Background: an optimization exercise with open tools, aiming at small area, a short achievable clock period and few clock cycles. Do not read the settings as production practice. RTL that was checked went through simulation tests only; none was proved equivalent to the original. Power and IR drop assume default switching activity.

==> run D: inputs <==
// scc_expgain
module scc_expgain (
    input  wire        clk,
    input  wire        rst,
    input  wire        cmd_valid,
    output wire        cmd_ready,
    input  wire [63:0] cmd_word,
    input  wire        ctx_inited,
    input  wire        ctx_mode_valid,
    input  wire [15:0] ctx_vts,
    output wire        bw_valid,
    output wire [15:0] bw_addr,
    output wire [7:0]  bw_data,
    input  wire        bw_ack,
    input  wire        bw_fail,
    output wire        rsp_valid,
    output wire [63:0] rsp_word,
    input  wire        rsp_ready,
    output wire [15:0] st_exp,
    output wire [8:0]  st_gain
);
==> flow/config.mk <==
export PLATFORM = sky130hd
export DESIGN_NAME = scc_expgain
export DESIGN_NICKNAME = scc_expgain
export VERILOG_FILES = /design/flow/design.v
export SDC_FILE = /design/flow/constraint.sdc
export NUM_CORES = 4
export LEC_CHECK = 0
export CAP_MARGIN = 20
export CORE_MARGIN = 2
export CORE_UTILIZATION = 55
export CTS_BUF_LIST = sky130_fd_sc_hd__clkbuf_8
export CTS_CLUSTER_SIZE = 30
export SLEW_MARGIN = 20
==> flow/constraint.sdc <==
create_clock -name core_clock -period 8.0 [get_ports {clk}]
set_input_delay 1.6000 -clock core_clock [delete_from_list [all_inputs] [get_ports {clk}]]
set_output_delay 1.6000 -clock core_clock [all_outputs]
set_load 0.01 [all_outputs]
standard.sh (not shown) runs the stock make flow with config.mk's settings and CLKGATE_MAP_FILE= SYNTH_SCRIPT=/design/flow/synth_recipe.tcl, a recipe that flattens the netlist after the stock synthesis.
==> flow/flow/run.sh <==
#!/bin/bash
# Layout flow: the standard flow (standard.sh: unchanged synthesis and
# ORFS steps) with two knobs that ORFS reads from the environment:
#  - the port buffers that buffer_ports inserts are sky130_fd_sc_hd__buf_1
#    (its default pick here is the slow clkdlybuf4s50_1 delay cell);
#  - repair_timing aims for a setup slack margin of 5.3 ns.
# The full output of the ORFS make run goes to standard.log; ORFS keeps its
# per-step logs under orfs/logs/.
set -euo pipefail
export BUFFER_PORTS_ARGS="-buffer_cell sky130_fd_sc_hd__buf_1"
export SETUP_SLACK_MARGIN=5.3
bash standard.sh > standard.log 2>&1
==> run Y (differences from run D) <==
--- a/flow/design.v
+++ b/flow/design.v
@@ -15,16 +15,17 @@
     output wire        rsp_valid,
     output wire [63:0] rsp_word,
     input  wire        rsp_ready,
     output wire [15:0] st_exp,
     output wire [8:0]  st_gain
 );
     reg        idle_q;
     reg        bwv_q;
+    reg        ok_q;       
     reg        rspv_q;
     reg        ld_q;       
     reg [2:0]  step_q;     
     reg        eg_q;       
     reg        sb75_q, sb6_q, sb4_q, sb0_q;
     reg        lg_q;       
     reg        ini_q;      
     reg        nm_q;       
@@ -42,17 +43,17 @@
     wire [27:0] ca = cmd_word[55:28];
     wire [27:0] cb = cmd_word[27:0];
     wire is_exp  = (op == 8'h05);
     wire is_gain = (op == 8'h06);
     wire is_eg   = (op == 8'h07);
     wire a_zero  = ~|ca;
     wire b_zero  = ~|cb;
     wire legal = (is_exp & b_zero) | (is_gain & a_zero) | is_eg;
-    wire wr_ok = ctx_inited & ctx_mode_valid & ((is_exp & b_zero) | is_eg);
+    wire wr_ok = ctx_inited & ctx_mode_valid & (is_exp | is_eg);
     wire [15:0] s_in = ca[19:4] | {16{|ca[27:20]}};
     wire       g_hi = eg_q ? gm_q : gh_q;
     wire [8:0] g    = gu_q ? 9'd16 : g_hi ? (eg_q ? 9'd159 : 9'd511) : gr_q;
     wire g_has_code = ~gh_q & ~gr_q[8] &
                       ~(gr_q[7] & (gr_q[6] | (gr_q[5] & (gr_q[4] | (gr_q[3] & (gr_q[2] | gr_q[1]))))));
     reg [7:0] code_t;
     always @(*) begin
         casez (gr_q[7:0])
@@ -114,33 +115,34 @@
     wire [7:0] code = (eg_q & gm_q) ? 8'd229 : code_t;
     wire [5:0]  sm   = s_q[7:2];
     wire [5:0]  smc  = {&sm[4:0], &sm[3:0], &sm[2:0], &sm[1:0], sm[0], 1'b1};
     wire        c_lo = &sm;
     wire [7:0]  sh   = s_q[15:8];
     wire [7:0]  shc  = {&sh[6:0], &sh[5:0], &sh[4:0], &sh[3:0], &sh[2:0], &sh[1:0], sh[0], 1'b1};
     wire [16:0] s_p4 = {c_lo & (&sh), sh ^ (shc & {8{c_lo}}), sm ^ smc, s_q[1:0]};
     wire [15:0] fl = sl_q ? s_p4[15:0] : v_q;
-    wire gsel   = ~idle_q & ~bwv_q & ~rspv_q;    
+    wire wv     = bwv_q & ok_q;                  
+    wire gsel   = ~idle_q & ~wv & ~rspv_q;       
     wire x_err  = ~lg_q | ~ini_q | nm_q;
     wire last_w = step_q[2] | (step_q[1] & step_q[0] & ~eg_q);
-    wire ack    = bwv_q & bw_ack;
+    wire ack    = wv & bw_ack;
     wire ack_ok = ack & ~bw_fail;
     always @(posedge clk) begin
         if (rst) begin
             idle_q <= 1'b1;
             ld_q   <= 1'b1;
             bwv_q  <= 1'b0;
             rspv_q <= 1'b0;
         end else begin
             idle_q <= (idle_q & ~cmd_valid) | (rspv_q & rsp_ready);
             ld_q   <= (ld_q & ~cmd_valid) | (rspv_q & rsp_ready);
             bwv_q  <= (idle_q & cmd_valid & wr_ok) |
                       (gsel & ~x_err & g_has_code) |
-                      (bwv_q & ~(bw_ack & (bw_fail | last_w)));
+                      (wv & ~(bw_ack & (bw_fail | last_w)));
             rspv_q <= (gsel & (x_err | ~g_has_code)) |
                       (ack & (bw_fail | last_w)) |
                       (rspv_q & ~rsp_ready);
         end
     end
     always @(posedge clk) begin
         if (rst)
             exp_q <= 16'd0;
@@ -156,27 +158,28 @@
         if (ld_q) begin
             s_q   <= s_in;
             v_q   <= ctx_vts;
             gr_q  <= cb[8:0];
             gu_q  <= ~|cb[27:4];
             gh_q  <= |cb[27:9];
             gm_q  <= (|cb[27:8]) | (cb[7] & (cb[6] | cb[5]));
             eg_q  <= is_eg;
+            ok_q  <= ~is_exp | b_zero;
             lg_q  <= legal;
             ini_q <= ctx_inited;
             nm_q  <= ~is_gain & ~ctx_mode_valid;
         end
     end
     wire       d_en = ld_q | gsel | ack;
     reg  [7:0] d_nx;
     always @(*) begin
         if (ld_q)
             d_nx = s_in[7:0];
-        else if (bwv_q & ~step_q[2] & ~(step_q[1] & step_q[0]))
+        else if (wv & ~step_q[2] & ~(step_q[1] & step_q[0]))
             case (step_q[1:0])
                 2'd0:    d_nx = s_q[15:8];
                 2'd1:    d_nx = fl[7:0];
                 default: d_nx = fl[15:8];
             endcase
         else
             d_nx = code;
     end
@@ -207,17 +210,17 @@
                 sb4_q     <= 1'b1;
                 step_q[2] <= step_q[2] & eg_q;
             end else begin
                 step_q <= last_w ? 3'd0 : step_q + 3'd1;
             end
         end
     end
     assign cmd_ready = idle_q;
-    assign bw_valid  = bwv_q;
+    assign bw_valid  = wv;
     assign bw_addr   = {13'h0200, step_q};
     assign bw_data   = d_q;
     assign rsp_valid = rspv_q;
     assign rsp_word  = {sb75_q, sb6_q, sb75_q, sb4_q, 3'b000, sb0_q,
                         8'd0, 13'd0, step_q, 32'd0};
     assign st_exp    = exp_q;
     assign st_gain   = gain_q;
 endmodule
==> flow/flow/run.sh (replaced) <==
#!/bin/bash
# Layout flow: the standard flow (standard.sh: unchanged synthesis and
# ORFS steps) with two knobs that ORFS reads from the environment:
#  - the port buffers that buffer_ports inserts are sky130_fd_sc_hd__buf_1
#    (its default pick here is the slow clkdlybuf4s50_1 delay cell);
#  - repair_timing aims for a setup slack margin of 5.2 ns.
# The full output of the ORFS make run goes to standard.log; ORFS keeps its
# per-step logs under orfs/logs/.
set -euo pipefail
export BUFFER_PORTS_ARGS="-buffer_cell sky130_fd_sc_hd__buf_1"
export SETUP_SLACK_MARGIN=5.2
bash standard.sh > standard.log 2>&1
==> qor summary <==
| metric | run Y | run D |
|---|---|---|
| Combinational power share | 18.9% | 19.5% |
| Minimum setup slack after placement | 4.59 ns | 4.63 ns |
| Net count reported at finish | 1014 | 970 |
| Bufs w/o clock | 153 | 165 |
| Tot Pwr | 1080 uW | 1040 uW |
| Placed Instances | 1027 | 965 |
| Number of flops mapped to enable cells by yosys | 57 | 56 |
| Critical Path Stages | 12 | 7 |
| End of the critical path | sl_q | bwv_q |
| WL final | 19.0 mm | 18.1 mm |
| Worst-case hold path end point | exp_q[1] | exp_q[2] |
| CORE AREA | 12000 um2 | 11400 um2 |
| FP Rows | 40 | 39 |
| WL per Instance | 18.0 um | 18.0 um |
| Area post-placement | 6980 um2 | 6660 um2 |
| Met2 capacity usage during global routing | 48.2% | 49.1% |
| Achievable frequency | 361 MHz | 341 MHz |
| Final hold slack | 0.461 ns | 0.459 ns |
| Outcome | finished clean | finished clean |
| HPWL reported at the end of detailed placement | 14.1 mm | 13.1 mm |
Testbench counts of run D, summed over its fixed seeds: cycles 18,641.
Testbench counts of run Y, summed over its fixed seeds: cycles 18,641.

==> inputs of run a <==
scc_expgain, a different RTL version from the one above (not shown whole).
export LEC_CHECK = 0
export CAP_MARGIN = 20
export CORE_MARGIN = 2
export CORE_UTILIZATION = 55
export SLEW_MARGIN = 20
create_clock -name core_clock -period 8.0 [get_ports {clk}]
==> flow/flow/run.sh <==
#!/bin/bash
# Layout flow: the standard flow (standard.sh, unchanged synthesis and
# steps) with two knobs that ORFS reads from the environment:
#  - the port buffers that buffer_ports inserts are sky130_fd_sc_hd__buf_2
#    (its default pick here is a slow clkdlybuf4s50_1 delay cell);
#  - repair_timing aims for a setup slack margin of 5 ns.
# The full output of the ORFS make run goes to standard.log; ORFS keeps its
# per-step logs under orfs/logs/.
set -euo pipefail
export BUFFER_PORTS_ARGS="-buffer_cell sky130_fd_sc_hd__buf_2"
export SETUP_SLACK_MARGIN=5
bash standard.sh > standard.log 2>&1
==> run b: changes against run a <==
--- a/flow/design.v
+++ b/flow/design.v
@@ -21,15 +21,12 @@
     reg        idle_q;
     reg        bwv_q;
     reg        rspv_q;
     reg [2:0]  step_q;     
     reg        eg_q;       
     reg        sb75_q, sb6_q, sb4_q, sb0_q;
-    reg        lg_q;       
-    reg        ini_q;      
-    reg        nm_q;       
     reg [15:0] s_q;        
     reg [15:0] v_q;        
     reg [8:0]  g_q;        
     reg        sl_q;       
     reg [7:0]  d_q;        
     reg [15:0] exp_q;
@@ -97,53 +94,50 @@
     wire [27:0] cb = cmd_word[27:0];
     wire is_exp  = (op == 8'h05);
     wire is_gain = (op == 8'h06);
     wire is_eg   = (op == 8'h07);
     wire a_zero  = ~|ca;
     wire b_zero  = ~|cb;
-    wire legal = (is_exp & b_zero) | (is_gain & a_zero) | is_eg;
-    wire wr_ok = ctx_inited & ctx_mode_valid & ((is_exp & b_zero) | is_eg);
+    wire legal    = (is_exp & b_zero) | (is_gain & a_zero) | is_eg;
+    wire e_ill    = ~legal;
+    wire e_init   = legal & ~ctx_inited;
+    wire e_mode   = legal & ctx_inited & ~is_gain & ~ctx_mode_valid;
+    wire err      = e_ill | e_init | e_mode;
     wire [15:0] s_in = (|ca[27:20]) ? 16'hFFFF : ca[19:4];
     wire b_over511 = |cb[27:9];
     wire b_under16 = ~|cb[27:4];
     wire b_over159 = b_over511 | cb[8] | (cb[7] & (cb[6] | cb[5]));
     wire [8:0] g_in = b_under16 ? 9'd16 :
                       is_eg ? (b_over159 ? 9'd159 : cb[8:0]) :
                               (b_over511 ? 9'd511 : cb[8:0]);
     wire g_has_code = ~g_q[8] & ~(g_q[7] & (g_q[6] | (g_q[5] & (g_q[4] | (g_q[3] & (g_q[2] | g_q[1]))))));
-    wire [5:0]  sm  = s_q[7:2];
-    wire [5:0]  smc = {&sm[4:0], &sm[3:0], &sm[2:0], &sm[1:0], sm[0], 1'b1};
-    wire        c_lo = &sm;
-    wire [7:0]  sh  = s_q[15:8];
-    wire [7:0]  shc = {&sh[6:0], &sh[5:0], &sh[4:0], &sh[3:0], &sh[2:0], &sh[1:0], sh[0], 1'b1};
-    wire [16:0] s_p4 = {c_lo & (&sh), sh ^ (shc & {8{c_lo}}), sm ^ smc, s_q[1:0]};
-    wire [15:0] fl = sl_q ? s_p4[15:0] : v_q;
-    wire x_err = ~lg_q | ~ini_q | nm_q;
+    wire [16:0] s_p4 = {1'b0, s_q} + 17'd4;
+    wire [15:0] fl   = sl_q ? s_p4[15:0] : v_q;
     wire ack_ok  = bwv_q & bw_ack & ~bw_fail;
     wire ack_bad = bwv_q & bw_ack & bw_fail;
     wire last_w  = (step_q == 3'd4) | ((step_q == 3'd3) & ~eg_q);
-    wire gsel    = ~idle_q & ~bwv_q & ~rspv_q;    
+    wire gsel    = ~idle_q & ~bwv_q & ~rspv_q;
     always @(posedge clk) begin
         if (rst) begin
             idle_q <= 1'b1;
             bwv_q  <= 1'b0;
             rspv_q <= 1'b0;
             exp_q  <= 16'd0;
             gain_q <= 9'd0;
         end else begin
             if (idle_q) begin
                 if (cmd_valid) begin
                     idle_q <= 1'b0;
-                    if (wr_ok)
+                    if (err)
+                        rspv_q <= 1'b1;
+                    else if (~is_gain)
                         bwv_q <= 1'b1;
                 end
             end
             if (gsel) begin
-                if (x_err) begin
-                    rspv_q <= 1'b1;
-                end else if (g_has_code) begin
+                if (g_has_code) begin
                     bwv_q <= 1'b1;
                 end else begin
                     gain_q <= g_q;
                     rspv_q <= 1'b1;
                 end
             end
@@ -171,32 +165,23 @@
         sl_q <= (s_p4 > {1'b0, v_q});
         if (idle_q) begin
             s_q    <= s_in;
             v_q    <= ctx_vts;
             g_q    <= g_in;
             eg_q   <= is_eg;
-            lg_q   <= legal;
-            ini_q  <= ctx_inited;
-            nm_q   <= ~is_gain & ~ctx_mode_valid;
-            step_q <= 3'd0;
+            step_q <= {is_gain & a_zero & ctx_inited, 2'b00};
             d_q    <= s_in[7:0];
-            sb75_q <= 1'b0;
-            sb6_q  <= 1'b0;
-            sb4_q  <= 1'b0;
-            sb0_q  <= 1'b0;
+            sb75_q <= e_ill | e_init;
+            sb6_q  <= err;
+            sb4_q  <= e_ill | e_mode;
+            sb0_q  <= e_mode;
         end
         if (gsel) begin
             d_q <= code;
-            if (x_err) begin
-                sb75_q <= ~lg_q | ~ini_q;
-                sb6_q  <= 1'b1;
-                sb4_q  <= ~lg_q | (ini_q & nm_q);
-                sb0_q  <= lg_q & ini_q & nm_q;
-            end else if (g_has_code) begin
-                step_q <= 3'd4;
-            end
+            if (~g_has_code)
+                step_q <= 3'd0;
         end
         if (ack_bad) begin
             sb6_q     <= 1'b1;
             sb4_q     <= 1'b1;
             step_q[2] <= step_q[2] & eg_q;
         end
==> flow/run.sh (new file) <==
#!/bin/bash
# synth_recipe.tcl (not shown) runs the flow's synth.tcl, then flattens the netlist and writes it again
# the make line also repeats each setting of config.mk as NAME=value (left out here)
make -C /OpenROAD-flow-scripts/flow DESIGN_CONFIG=/design/flow/config.mk WORK_HOME=/design/flow/orfs CLKGATE_MAP_FILE= SYNTH_SCRIPT=/design/flow/synth_recipe.tcl finish
- SETUP_SLACK_MARGIN: unset -> 5
removed: flow/flow/run.sh
removed: flow/standard.sh
==> run c: changes against run a <==
--- a/flow/design.v
+++ b/flow/design.v
@@ -21,15 +21,12 @@
     reg        idle_q;
     reg        bwv_q;
     reg        rspv_q;
     reg [2:0]  step_q;     
     reg        eg_q;       
     reg        sb75_q, sb6_q, sb4_q, sb0_q;
-    reg        lg_q;       
-    reg        ini_q;      
-    reg        nm_q;       
     reg [15:0] s_q;        
     reg [15:0] v_q;        
     reg [8:0]  g_q;        
     reg        sl_q;       
     reg [7:0]  d_q;        
     reg [15:0] exp_q;
@@ -97,53 +94,50 @@
     wire [27:0] cb = cmd_word[27:0];
     wire is_exp  = (op == 8'h05);
     wire is_gain = (op == 8'h06);
     wire is_eg   = (op == 8'h07);
     wire a_zero  = ~|ca;
     wire b_zero  = ~|cb;
-    wire legal = (is_exp & b_zero) | (is_gain & a_zero) | is_eg;
-    wire wr_ok = ctx_inited & ctx_mode_valid & ((is_exp & b_zero) | is_eg);
+    wire legal    = (is_exp & b_zero) | (is_gain & a_zero) | is_eg;
+    wire e_ill    = ~legal;
+    wire e_init   = legal & ~ctx_inited;
+    wire e_mode   = legal & ctx_inited & ~is_gain & ~ctx_mode_valid;
+    wire err      = e_ill | e_init | e_mode;
     wire [15:0] s_in = (|ca[27:20]) ? 16'hFFFF : ca[19:4];
     wire b_over511 = |cb[27:9];
     wire b_under16 = ~|cb[27:4];
     wire b_over159 = b_over511 | cb[8] | (cb[7] & (cb[6] | cb[5]));
     wire [8:0] g_in = b_under16 ? 9'd16 :
                       is_eg ? (b_over159 ? 9'd159 : cb[8:0]) :
                               (b_over511 ? 9'd511 : cb[8:0]);
     wire g_has_code = ~g_q[8] & ~(g_q[7] & (g_q[6] | (g_q[5] & (g_q[4] | (g_q[3] & (g_q[2] | g_q[1]))))));
-    wire [5:0]  sm  = s_q[7:2];
-    wire [5:0]  smc = {&sm[4:0], &sm[3:0], &sm[2:0], &sm[1:0], sm[0], 1'b1};
-    wire        c_lo = &sm;
-    wire [7:0]  sh  = s_q[15:8];
-    wire [7:0]  shc = {&sh[6:0], &sh[5:0], &sh[4:0], &sh[3:0], &sh[2:0], &sh[1:0], sh[0], 1'b1};
-    wire [16:0] s_p4 = {c_lo & (&sh), sh ^ (shc & {8{c_lo}}), sm ^ smc, s_q[1:0]};
-    wire [15:0] fl = sl_q ? s_p4[15:0] : v_q;
-    wire x_err = ~lg_q | ~ini_q | nm_q;
+    wire [16:0] s_p4 = {1'b0, s_q} + 17'd4;
+    wire [15:0] fl   = sl_q ? s_p4[15:0] : v_q;
     wire ack_ok  = bwv_q & bw_ack & ~bw_fail;
     wire ack_bad = bwv_q & bw_ack & bw_fail;
     wire last_w  = (step_q == 3'd4) | ((step_q == 3'd3) & ~eg_q);
-    wire gsel    = ~idle_q & ~bwv_q & ~rspv_q;    
+    wire gsel    = ~idle_q & ~bwv_q & ~rspv_q;
     always @(posedge clk) begin
         if (rst) begin
             idle_q <= 1'b1;
             bwv_q  <= 1'b0;
             rspv_q <= 1'b0;
             exp_q  <= 16'd0;
             gain_q <= 9'd0;
         end else begin
             if (idle_q) begin
                 if (cmd_valid) begin
                     idle_q <= 1'b0;
-                    if (wr_ok)
+                    if (err)
+                        rspv_q <= 1'b1;
+                    else if (~is_gain)
                         bwv_q <= 1'b1;
                 end
             end
             if (gsel) begin
-                if (x_err) begin
-                    rspv_q <= 1'b1;
-                end else if (g_has_code) begin
+                if (g_has_code) begin
                     bwv_q <= 1'b1;
                 end else begin
                     gain_q <= g_q;
                     rspv_q <= 1'b1;
                 end
             end
@@ -171,32 +165,23 @@
         sl_q <= (s_p4 > {1'b0, v_q});
         if (idle_q) begin
             s_q    <= s_in;
             v_q    <= ctx_vts;
             g_q    <= g_in;
             eg_q   <= is_eg;
-            lg_q   <= legal;
-            ini_q  <= ctx_inited;
-            nm_q   <= ~is_gain & ~ctx_mode_valid;
-            step_q <= 3'd0;
+            step_q <= {is_gain & a_zero & ctx_inited, 2'b00};
             d_q    <= s_in[7:0];
-            sb75_q <= 1'b0;
-            sb6_q  <= 1'b0;
-            sb4_q  <= 1'b0;
-            sb0_q  <= 1'b0;
+            sb75_q <= e_ill | e_init;
+            sb6_q  <= err;
+            sb4_q  <= e_ill | e_mode;
+            sb0_q  <= e_mode;
         end
         if (gsel) begin
             d_q <= code;
-            if (x_err) begin
-                sb75_q <= ~lg_q | ~ini_q;
-                sb6_q  <= 1'b1;
-                sb4_q  <= ~lg_q | (ini_q & nm_q);
-                sb0_q  <= lg_q & ini_q & nm_q;
-            end else if (g_has_code) begin
-                step_q <= 3'd4;
-            end
+            if (~g_has_code)
+                step_q <= 3'd0;
         end
         if (ack_bad) begin
             sb6_q     <= 1'b1;
             sb4_q     <= 1'b1;
             step_q[2] <= step_q[2] & eg_q;
         end
==> flow/run.sh (new file) <==
#!/bin/bash
# synth_recipe.tcl (not shown) runs the flow's synth.tcl, then flattens the netlist and writes it again
# the make line also repeats each setting of config.mk as NAME=value (left out here)
make -C /OpenROAD-flow-scripts/flow DESIGN_CONFIG=/design/flow/config.mk WORK_HOME=/design/flow/orfs CLKGATE_MAP_FILE= SYNTH_SCRIPT=/design/flow/synth_recipe.tcl finish
- SETUP_SLACK_MARGIN: unset -> 3.5
removed: flow/flow/run.sh
removed: flow/standard.sh
==> results.txt <==
Run c ran to the end with no violations. Run a finished clean. Run b passed the timing, DRC and antenna checks. Of run a and run b, run b has the higher clock-buffer cell count (gap 1). The lowest clock skew belongs to run c, the highest to run b. The highest final cell count belongs to run a, the lowest to run c. In critical path depth, run a and run b do not differ. In run a the setup slack is higher than in run b, by 0.039 ns. In die area, run b and run c do not differ. In run a the non-clock buffer count is lower than in run b, by 17. Wire length, highest first: run b, run a, run c. Global-route usage, highest first: run b, run c, run a. The lowest register-to-register slack belongs to run c, the highest to run a.
==> figures <==
|  | run b | run c | run a |
|---|---|---|---|
| Outcome | complete, no violations | complete, no violations | complete, no violations |
| Buffer share of cell area | 19.4% | 18.3% | 10.4% |
| Most frequent standard cell in the layout excluding fill and tap cells | clkdlybuf4s50_1 | clkdlybuf4s50_1 | buf_2 |
| Hpwl dp | 14200 µm | 13900 µm | 14500 µm |
| Hold_sp | exp_q[6] | exp_q[14] | exp_q[12] |
| Count of different cell masters after synthesis | 76 | 76 | 86 |
| Clk_skew | 0.0110 ns | 0.00506 ns | 0.00706 ns |
| Signal inverters | 32 | 32 | 35 |
| Hold slack | 0.460 ns | 0.455 ns | 0.457 ns |
| Final total power | 1.08 mW | 1.03 mW | 1.02 mW |
| Min setup slack post-route | 4.97 ns | 4.28 ns | 5.01 ns |
| Total combinational power | 0.150 mW | 0.137 mW | 0.105 mW |
| Cell depth of the worst flop-to-flop path | 8 | 7 | 6 |
| Layout clock area frac | 3.71% | 3.60% | 3.80% |
| Switching power summed over all nets | 0.278 mW | 0.259 mW | 0.265 mW |
| Power attributed to the clock group | 0.432 mW | 0.393 mW | 0.402 mW |
| Proportion of synthesized area in mux cells | 2.12% | 2.12% | 1.30% |
| Vias after detailed routing | 6283 | 5887 | 6197 |
| RSZ-0062 raised after global routing | yes | no | yes |
| Worst-case hold path end point | exp_q[6] | exp_q[14] | exp_q[12] |
| Worst path slowest cell | or4_4 | clkdlybuf4s50_1 | or4b_1 |
Testbench counts of run a, summed over its fixed seeds: cycles 18,641.
The RTL of run b and run c was laid out without a check of its function.

afterwards: timing with drivers on the ports:
How much do the figures lean on ideal ports? The routed layouts below were timed once more, with nothing changed but the port constraints. Step 1: set_driving_cell puts a clkbuf_16 on clk and a buf_2 on each other input, an assumption about the parent block. Step 2 times the ports against the registers' clock, not the clock port: input delays grow and output delays shrink by t, the midpoint of the rising clock arrivals with the driver on. a / b / c = no drivers / after step 1 / after step 2; a / b = the first two.
run	t, ns	setup slack, ns	worst register clock-pin slew, ns
run D	0.414	5.066 / 5.063 / 4.649	0.10 / 0.10
run Y	0.404	5.227 / 5.227 / 4.889	0.11 / 0.11
run a	0.391	5.010 / 5.027 / 4.636	0.07 / 0.07
run b	0.384	4.971 / 4.976 / 4.599	0.07 / 0.07
run c	0.377	4.282 / 4.291 / 3.914	0.07 / 0.07
After both steps every run listed still meets setup and hold. For run D, which loses most, drivers alone change the setup slack by -0.003 ns; drivers and shift together by -0.417 ns.
